This is an optimization exercise on Yosys and OpenROAD, whose aim is small area, a short achievable clock period and few clock cycles, not a production implementation. At most, simulation tests tie the RTL to the original design; equivalence was not proved. Power figures rest on the tool's default switching activity, not on a simulated workload.

## trial 78
==> module somagic_video_core, before the edit <==
module somagic_video_core (
    input  wire        clk,
    input  wire        rst,           
    input  wire [11:0] cfg_bpl,       
    input  wire [9:0]  cfg_lpf,       
    input  wire        in_valid,
    input  wire [7:0]  in_data,
    output wire        in_ready,
    input  wire        ret_valid,
    input  wire [1:0]  ret_buf,
    output reg         wr_valid,
    output wire [1:0]  wr_buf,
    output reg  [22:0] wr_off,
    output reg  [7:0]  wr_data,
    output reg         done_valid,
    output wire [1:0]  done_buf,
    output reg  [31:0] done_seq,
    output wire [22:0] done_bytes,
    output reg         done_err,
    output wire [2:0]  done_reason
);
    localparam [1:0] S_HUNT = 2'd0, S_SYNC1 = 2'd1, S_SYNC2 = 2'd2, S_TRC = 2'd3;
    reg  [9:0]  blk_pos;
    reg         blk_video;      
    wire is_hdr = (blk_pos[9:2] == 8'd0);
    wire d_ff   = (in_data == 8'hFF);
    wire d_00   = (in_data == 8'h00);
    wire d_aa   = (in_data == 8'hAA);
    wire take   = in_valid && rdy;
    wire [9:0] blk_pos_inc = blk_pos + 10'd1;
    wire vb     = take && !is_hdr && blk_video;
    reg  [1:0]  sync_state;
    reg         inj_ff;         
    reg         inj_00;         
    reg         rdy;            
    reg         ev_pix, ev_trc;
    reg  [7:0]  ev_d;
    assign in_ready = rdy;
    wire hold   = inj_ff || inj_00;
    wire h_pix  = vb && sync_state == S_HUNT  && !d_ff;
    wire s1_f   = vb && sync_state == S_SYNC1 && !d_00;
    wire s2_f   = vb && sync_state == S_SYNC2 && !d_00;
    wire trc    = vb && sync_state == S_TRC   && !d_00;
    wire fail   = s1_f || s2_f;
    wire inj_00_n = s2_f || (inj_00 && inj_ff);
    always @(posedge clk) begin
        if (rst) begin
            blk_pos    <= 10'd0;
            sync_state <= S_HUNT;
            inj_ff     <= 1'b0;
            inj_00     <= 1'b0;
            rdy        <= 1'b1;
            ev_pix     <= 1'b0;
            ev_trc     <= 1'b0;
        end else begin
            if (take) blk_pos <= blk_pos_inc;
            if (vb) begin
                case (sync_state)
                    S_HUNT:  if (d_ff) sync_state <= S_SYNC1;
                    S_SYNC1: sync_state <= d_00 ? S_SYNC2 : S_HUNT;
                    S_SYNC2: sync_state <= d_00 ? S_TRC : S_HUNT;
                    default: sync_state <= S_HUNT;
                endcase
            end
            if (!hold) ev_pix <= h_pix || fail;
            ev_trc <= trc;
            inj_ff <= fail;
            inj_00 <= inj_00_n;
            rdy    <= !(fail || inj_00_n);
        end
        if (take && blk_pos[9:2] == 8'd0)
            blk_video <= (blk_pos[1] ? d_00 : d_aa) && (blk_pos[1:0] == 2'd0 || blk_video);
        if (!hold) ev_d <= in_data;
    end
    reg         in_blank;
    reg         cur_valid;
    reg         on_second;
    reg  [11:0] col_left;       
    reg  [9:0]  lines_left;     
    reg  [9:0]  alc_left;       
    reg         jump;           
    reg  [22:0] bytes_written;
    reg         done_short;
    reg  [1:0]  q0, q1, q2, q3;
    reg  [2:0]  av_cnt;         
    wire        av_ok = cur_valid ? (av_cnt[2] || av_cnt[1]) : (av_cnt != 3'd0);
    wire sav   = ev_trc && !ev_d[4];      
    wire eav   = ev_trc &&  ev_d[4];
    wire sav_f = ev_d[6];
    wire sav_v = ev_d[5];
    wire full        = (lines_left == 10'd0);
    wire eol         = (col_left == 12'd1);
    wire alc_short   = (alc_left != 10'd0);
    wire a_pix       = ev_pix || hold;      
    wire live        = a_pix && !in_blank && cur_valid;
    wire pix_write   = live && !full;
    wire pix_ovf     = live && full;
    wire f2_sav      = sav && cur_valid && sav_f && !on_second;
    wire short_field = f2_sav && alc_short;
    wire field_two   = f2_sav && !alc_short;
    wire frame_done  = sav && cur_valid && !sav_f && on_second;
    wire finalize    = short_field || frame_done || pix_ovf;
    wire acquire     = sav && !sav_f && !sav_v && (!cur_valid || frame_done) && av_ok;
    wire fstart      = acquire || field_two;
    assign wr_buf      = q0;
    assign done_buf    = q0;
    assign done_bytes  = bytes_written;
    assign done_reason = {done_err, 1'b0, done_short};
    wire [22:0] off_next = wr_off + (jump ? {11'd0, col_left} : 23'd0) + 23'd1;
    always @(posedge clk) begin
        if (rst) begin
            in_blank   <= 1'b1;
            cur_valid  <= 1'b0;
            wr_valid   <= 1'b0;
            done_valid <= 1'b0;
            done_seq   <= 32'd0;
            q0         <= 2'd0;
            q1         <= 2'd1;
            q2         <= 2'd2;
            q3         <= 2'd3;
            av_cnt     <= 3'd4;
        end else begin
            wr_valid   <= pix_write;
            done_valid <= finalize;
            done_seq   <= done_seq + {31'd0, done_valid};
            if (eav) in_blank <= 1'b1;
            if (sav) in_blank <= sav_v;
            if (finalize) cur_valid <= 1'b0;
            if (acquire) cur_valid <= 1'b1;
            if (done_valid) begin
                q0 <= q1;
                q1 <= q2;
                q2 <= q3;
            end
            if (ret_valid) begin
                case (av_cnt[1:0] - {1'b0, done_valid})
                    2'd0: q0 <= ret_buf;
                    2'd1: q1 <= ret_buf;
                    2'd2: q2 <= ret_buf;
                    default: q3 <= ret_buf;
                endcase
            end
            av_cnt <= av_cnt + {2'd0, ret_valid} - {2'd0, done_valid};
        end
        wr_data    <= inj_ff ? 8'hFF : (inj_00 ? 8'h00 : ev_d);
        done_err   <= short_field || pix_ovf;
        done_short <= short_field;
        if (acquire) on_second <= 1'b0;
        else if (field_two) on_second <= 1'b1;
        bytes_written <= ((done_valid || !cur_valid) ? 23'd0 : bytes_written) + {22'd0, pix_write};
        if (fstart) begin
            col_left   <= cfg_bpl;
            lines_left <= cfg_lpf;
            alc_left   <= cfg_lpf;
            jump       <= field_two;
            wr_off     <= 23'h7FFFFF;
        end else begin
            wr_off <= wr_off + {11'd0, col_left & {12{jump && pix_write}}} + {22'd0, pix_write};
            if (pix_write) jump <= eol;
            if (pix_write && eol) col_left <= cfg_bpl;
            else col_left <= col_left - {11'd0, pix_write};
            lines_left <= lines_left - {9'd0, pix_write && eol};
            alc_left   <= alc_left - {9'd0, eav && cur_valid && !in_blank && alc_short};
        end
    end
endmodule
==> flow/config.mk <==
export PLATFORM = sky130hd
export DESIGN_NAME = somagic_video_core
export DESIGN_NICKNAME = somagic_video_core
export VERILOG_FILES = /design/flow/design.v
export SDC_FILE = /design/flow/constraint.sdc
export NUM_CORES = 4
export LEC_CHECK = 0
export CAP_MARGIN = 20
export CORE_MARGIN = 2
export CORE_UTILIZATION = 40
export CTS_BUF_LIST = sky130_fd_sc_hd__clkbuf_8
export SLEW_MARGIN = 20
==> flow/constraint.sdc <==
create_clock -name core_clock -period 10.5 [get_ports {clk}]
set_input_delay 2.1000 -clock core_clock [delete_from_list [all_inputs] [get_ports {clk}]]
set_output_delay 2.1000 -clock core_clock [all_outputs]
set_load 0.01 [all_outputs]
standard.sh (not shown) runs the stock make flow with config.mk's settings and CLKGATE_MAP_FILE= SYNTH_SCRIPT=/design/flow/synth_recipe.tcl, a recipe that flattens the netlist after the stock synthesis.
==> flow/flow/run.sh <==
#!/bin/bash
export BUFFER_PORTS_ARGS="-buffer_cell sky130_fd_sc_hd__buf_1"
export SETUP_SLACK_MARGIN=7.2
bash standard.sh > standard.log 2>&1
Trial 78 was carried through to the last stage, and its layout satisfied the timing, design-rule and antenna checks.
What trial 58 does differently from trial 78 at the input level:
--- a/flow/design.v
+++ b/flow/design.v
@@ -153,12 +153,14 @@
             lines_left <= cfg_lpf;
             alc_left   <= cfg_lpf;
             jump       <= field_two;
             wr_off     <= 23'h7FFFFF;
         end else begin
-            wr_off <= wr_off + {11'd0, col_left & {12{jump && pix_write}}} + {22'd0, pix_write};
-            if (pix_write) jump <= eol;
+            if (pix_write) begin
+                wr_off <= off_next;
+                jump   <= eol;
+            end
             if (pix_write && eol) col_left <= cfg_bpl;
             else col_left <= col_left - {11'd0, pix_write};
             lines_left <= lines_left - {9'd0, pix_write && eol};
             alc_left   <= alc_left - {9'd0, eav && cur_valid && !in_blank && alc_short};
         end
==> run summary <==
Diff trial 58..trial 78 | non-clock inverter instance count of the final layout | unchanged
Trial 58 vs trial 78 on post-synthesis mux area share: trial 58 is the lower one.
Trial 58 vs. trial 78: worst endpoint data arrival time moved up; peak ir drop on the vdd network moved down.
The higher worst-path maximum fanout of trial 58 and trial 78 is in trial 58.
Synthesized-area fraction occupied by xor and xnor cells: trial 78 vs trial 58 — no meaningful difference
On final-layout non-clock buffer area share, trial 78 tracks trial 58 almost exactly.
Diff trial 78 -> trial 58: maximum clock rate lower; clock-buffer cell count lower; transition time at the pin with the least slew margin higher.
No functional check of the RTL was part of any run of this note.


The RTL this note starts from:
==> flow/design.v <==
module somagic_video_core (
    input  wire        clk,
    input  wire        rst,           
    input  wire [11:0] cfg_bpl,       
    input  wire [9:0]  cfg_lpf,       
    input  wire        in_valid,
    input  wire [7:0]  in_data,
    output wire        in_ready,
    input  wire        ret_valid,
    input  wire [1:0]  ret_buf,
    output reg         wr_valid,
    output wire [1:0]  wr_buf,
    output reg  [22:0] wr_off,
    output reg  [7:0]  wr_data,
    output reg         done_valid,
    output wire [1:0]  done_buf,
    output reg  [31:0] done_seq,
    output wire [22:0] done_bytes,
    output reg         done_err,
    output wire [2:0]  done_reason
);
    localparam [1:0] S_HUNT = 2'd0, S_SYNC1 = 2'd1, S_SYNC2 = 2'd2, S_TRC = 2'd3;
    reg  [9:0]  blk_pos;
    reg         blk_video;      
    wire is_hdr = (blk_pos[9:2] == 8'd0);
    wire d_ff   = (in_data == 8'hFF);
    wire d_00   = (in_data == 8'h00);
    wire d_aa   = (in_data == 8'hAA);
    wire take   = in_valid && rdy;
    wire [9:0] blk_pos_inc = blk_pos + 10'd1;
    wire vb     = take && !is_hdr && blk_video;
    reg  [1:0]  sync_state;
    reg         inj_ff;         
    reg         inj_00;         
    reg         rdy;            
    reg         ev_pix, ev_trc;
    reg  [7:0]  ev_d;
    assign in_ready = rdy;
    wire hold   = inj_ff || inj_00;
    wire h_pix  = vb && sync_state == S_HUNT  && !d_ff;
    wire s1_f   = vb && sync_state == S_SYNC1 && !d_00;
    wire s2_f   = vb && sync_state == S_SYNC2 && !d_00;
    wire trc    = vb && sync_state == S_TRC   && !d_00;
    wire fail   = s1_f || s2_f;
    wire inj_00_n = s2_f || (inj_00 && inj_ff);
    always @(posedge clk) begin
        if (rst) begin
            blk_pos    <= 10'd0;
            sync_state <= S_HUNT;
            inj_ff     <= 1'b0;
            inj_00     <= 1'b0;
            rdy        <= 1'b1;
            ev_pix     <= 1'b0;
            ev_trc     <= 1'b0;
        end else begin
            if (take) blk_pos <= blk_pos_inc;
            if (vb) begin
                case (sync_state)
                    S_HUNT:  if (d_ff) sync_state <= S_SYNC1;
                    S_SYNC1: sync_state <= d_00 ? S_SYNC2 : S_HUNT;
                    S_SYNC2: sync_state <= d_00 ? S_TRC : S_HUNT;
                    default: sync_state <= S_HUNT;
                endcase
            end
            if (!hold) ev_pix <= h_pix || fail;
            ev_trc <= trc;
            inj_ff <= fail;
            inj_00 <= inj_00_n;
            rdy    <= !(fail || inj_00_n);
        end
        if (take && blk_pos[9:2] == 8'd0)
            blk_video <= (blk_pos[1] ? d_00 : d_aa) && (blk_pos[1:0] == 2'd0 || blk_video);
        if (!hold) ev_d <= in_data;
    end
    reg         in_blank;
    reg         cur_valid;
    reg         on_second;
    reg  [11:0] col_left;       
    reg  [9:0]  lines_left;     
    reg  [9:0]  alc_left;       
    reg         jump;           
    reg  [22:0] bytes_written;
    reg         done_short;
    reg  [1:0]  q0, q1, q2, q3;
    reg  [2:0]  av_cnt;         
    wire        av_ok = cur_valid ? (av_cnt[2] || av_cnt[1]) : (av_cnt != 3'd0);
    wire sav   = ev_trc && !ev_d[4];      
    wire eav   = ev_trc &&  ev_d[4];
    wire sav_f = ev_d[6];
    wire sav_v = ev_d[5];
    wire full        = (lines_left == 10'd0);
    wire eol         = (col_left == 12'd1);
    wire alc_short   = (alc_left != 10'd0);
    wire a_pix       = ev_pix || hold;      
    wire live        = a_pix && !in_blank && cur_valid;
    wire pix_write   = live && !full;
    wire pix_ovf     = live && full;
    wire f2_sav      = sav && cur_valid && sav_f && !on_second;
    wire short_field = f2_sav && alc_short;
    wire field_two   = f2_sav && !alc_short;
    wire frame_done  = sav && cur_valid && !sav_f && on_second;
    wire finalize    = short_field || frame_done || pix_ovf;
    wire acquire     = sav && !sav_f && !sav_v && (!cur_valid || frame_done) && av_ok;
    wire fstart      = acquire || field_two;
    assign wr_buf      = q0;
    assign done_buf    = q0;
    assign done_bytes  = bytes_written;
    assign done_reason = {done_err, 1'b0, done_short};
    wire [22:0] off_next = wr_off + (jump ? {11'd0, col_left} : 23'd0) + 23'd1;
    always @(posedge clk) begin
        if (rst) begin
            in_blank   <= 1'b1;
            cur_valid  <= 1'b0;
            wr_valid   <= 1'b0;
            done_valid <= 1'b0;
            done_seq   <= 32'd0;
            q0         <= 2'd0;
            q1         <= 2'd1;
            q2         <= 2'd2;
            q3         <= 2'd3;
            av_cnt     <= 3'd4;
        end else begin
            wr_valid   <= pix_write;
            done_valid <= finalize;
            done_seq   <= done_seq + {31'd0, done_valid};
            if (eav) in_blank <= 1'b1;
            if (sav) in_blank <= sav_v;
            if (finalize) cur_valid <= 1'b0;
            if (acquire) cur_valid <= 1'b1;
            if (done_valid) begin
                q0 <= q1;
                q1 <= q2;
                q2 <= q3;
            end
            if (ret_valid) begin
                case (av_cnt[1:0] - {1'b0, done_valid})
                    2'd0: q0 <= ret_buf;
                    2'd1: q1 <= ret_buf;
                    2'd2: q2 <= ret_buf;
                    default: q3 <= ret_buf;
                endcase
            end
            av_cnt <= av_cnt + {2'd0, ret_valid} - {2'd0, done_valid};
        end
        wr_data    <= inj_ff ? 8'hFF : (inj_00 ? 8'h00 : ev_d);
        done_err   <= short_field || pix_ovf;
        done_short <= short_field;
        if (acquire) on_second <= 1'b0;
        else if (field_two) on_second <= 1'b1;
        if (pix_write)
            bytes_written <= (done_valid || !cur_valid) ? 23'd1 : bytes_written + 23'd1;
        else if (done_valid || !cur_valid)
            bytes_written <= 23'd0;
        if (fstart) begin
            col_left   <= cfg_bpl;
            lines_left <= cfg_lpf;
            alc_left   <= cfg_lpf;
            jump       <= field_two;
            wr_off     <= 23'h7FFFFF;
        end else begin
            if (pix_write) begin
                wr_off <= off_next;
                jump   <= eol;
                if (eol) begin
                    col_left   <= cfg_bpl;
                    lines_left <= lines_left - 10'd1;
                end else begin
                    col_left <= col_left - 12'd1;
                end
            end
            if (eav && cur_valid && !in_blank && alc_short) begin
                alc_left  <= alc_left - 10'd1;
            end
        end
    end
endmodule
clock: 10.5 ns
lec_check: 0
cap_margin: 20
core_margin: 2
core_utilization: 40
cts_buf_list: sky130_fd_sc_hd__clkbuf_8
slew_margin: 20
Scripts as last shown in full above: flow/flow/run.sh
Testbench counts at the start, summed over its fixed seeds: cycles 1,179,870.
Then changed:
--- a/flow/design.v
+++ b/flow/design.v
@@ -71,22 +71,24 @@
         if (take && blk_pos[9:2] == 8'd0)
             blk_video <= (blk_pos[1] ? d_00 : d_aa) && (blk_pos[1:0] == 2'd0 || blk_video);
         if (!hold) ev_d <= in_data;
     end
     reg         in_blank;
     reg         cur_valid;
+    reg  [1:0]  cur_buf;
     reg         on_second;
     reg  [11:0] col_left;       
     reg  [9:0]  lines_left;     
     reg  [9:0]  alc_left;       
     reg         jump;           
     reg  [22:0] bytes_written;
     reg         done_short;
-    reg  [1:0]  q0, q1, q2, q3;
-    reg  [2:0]  av_cnt;         
-    wire        av_ok = cur_valid ? (av_cnt[2] || av_cnt[1]) : (av_cnt != 3'd0);
+    reg         acq_d;          
+    reg  [1:0]  avail_q [0:3];
+    reg  [2:0]  av_rd, av_wr;
+    wire        av_empty = (av_rd == av_wr);
     wire sav   = ev_trc && !ev_d[4];      
     wire eav   = ev_trc &&  ev_d[4];
     wire sav_f = ev_d[6];
     wire sav_v = ev_d[5];
     wire full        = (lines_left == 10'd0);
     wire eol         = (col_left == 12'd1);
@@ -97,57 +99,51 @@
     wire pix_ovf     = live && full;
     wire f2_sav      = sav && cur_valid && sav_f && !on_second;
     wire short_field = f2_sav && alc_short;
     wire field_two   = f2_sav && !alc_short;
     wire frame_done  = sav && cur_valid && !sav_f && on_second;
     wire finalize    = short_field || frame_done || pix_ovf;
-    wire acquire     = sav && !sav_f && !sav_v && (!cur_valid || frame_done) && av_ok;
+    wire acquire     = sav && !sav_f && !sav_v && (!cur_valid || frame_done) && !av_empty;
     wire fstart      = acquire || field_two;
-    assign wr_buf      = q0;
-    assign done_buf    = q0;
+    assign wr_buf      = cur_buf;
+    assign done_buf    = cur_buf;
     assign done_bytes  = bytes_written;
     assign done_reason = {done_err, 1'b0, done_short};
     wire [22:0] off_next = wr_off + (jump ? {11'd0, col_left} : 23'd0) + 23'd1;
     always @(posedge clk) begin
         if (rst) begin
             in_blank   <= 1'b1;
             cur_valid  <= 1'b0;
             wr_valid   <= 1'b0;
             done_valid <= 1'b0;
             done_seq   <= 32'd0;
-            q0         <= 2'd0;
-            q1         <= 2'd1;
-            q2         <= 2'd2;
-            q3         <= 2'd3;
-            av_cnt     <= 3'd4;
+            avail_q[0] <= 2'd0;
+            avail_q[1] <= 2'd1;
+            avail_q[2] <= 2'd2;
+            avail_q[3] <= 2'd3;
+            av_rd      <= 3'd0;
+            av_wr      <= 3'd4;
         end else begin
             wr_valid   <= pix_write;
             done_valid <= finalize;
             done_seq   <= done_seq + {31'd0, done_valid};
             if (eav) in_blank <= 1'b1;
             if (sav) in_blank <= sav_v;
             if (finalize) cur_valid <= 1'b0;
             if (acquire) cur_valid <= 1'b1;
-            if (done_valid) begin
-                q0 <= q1;
-                q1 <= q2;
-                q2 <= q3;
+            if (acq_d) av_rd <= av_rd + 3'd1;
+            if (ret_valid) begin
+                avail_q[av_wr[1:0]] <= ret_buf;
+                av_wr <= av_wr + 3'd1;
             end
-            if (ret_valid) begin
-                case (av_cnt[1:0] - {1'b0, done_valid})
-                    2'd0: q0 <= ret_buf;
-                    2'd1: q1 <= ret_buf;
-                    2'd2: q2 <= ret_buf;
-                    default: q3 <= ret_buf;
-                endcase
-            end
-            av_cnt <= av_cnt + {2'd0, ret_valid} - {2'd0, done_valid};
         end
         wr_data    <= inj_ff ? 8'hFF : (inj_00 ? 8'h00 : ev_d);
+        acq_d      <= acquire;
         done_err   <= short_field || pix_ovf;
         done_short <= short_field;
+        if (acq_d) cur_buf <= avail_q[av_rd[1:0]];
         if (acquire) on_second <= 1'b0;
         else if (field_two) on_second <= 1'b1;
         if (pix_write)
             bytes_written <= (done_valid || !cur_valid) ? 23'd1 : bytes_written + 23'd1;
         else if (done_valid || !cur_valid)
             bytes_written <= 23'd0;
Outcome: The new run passed the timing, design-rule and antenna checks. Final area went up by about 4.7%. Via count went up by 4.2%. Global-route usage went down by 0.22 points. Register-to-register slack is about the same. Area after synthesis went up by about 5%.
Testbench counts after the change, summed over its fixed seeds: cycles 1,179,870.

[what the ideal ports hide]
The flow's constraints put no driver on any port. The routed layouts listed below were extracted and timed again, unchanged, in two steps. Step 1 sets driving cells, clkbuf_16 on the clock port and buf_2 on the other inputs (assumed; they add their load-dependent delay and slew). Step 2 times the ports against the registers' clock, not the clock port: input delays grow and output delays shrink by t, the midpoint of the rising clock arrivals with the driver on. Three values: ideal, step 1, step 2; two values: the first two.
run | t (ns) | setup WS [ns] | hold WS [ns] | clock arrival spread, ns
trial 78 | 0.475 | 7.299 / 7.263 / 6.965 | 0.472 / 0.472 / 0.472 | 0.017 / 0.017
trial 58 | 0.492 | 7.282 / 7.243 / 6.911 | 0.469 / 0.469 / 0.469 | 0.013 / 0.013
the first run of note 2 | 0.480 | 7.286 / 7.249 / 6.914 | 0.451 / 0.451 / 0.451 | 0.022 / 0.023
the second run of note 2 | 0.495 | 7.276 / 7.235 / 7.116 | 0.457 / 0.457 / 0.457 | 0.019 / 0.019
After both steps every run listed still meets setup and hold. For the first run of note 2, which loses most, drivers alone change the setup slack by -0.037 ns; drivers and shift together by -0.372 ns.
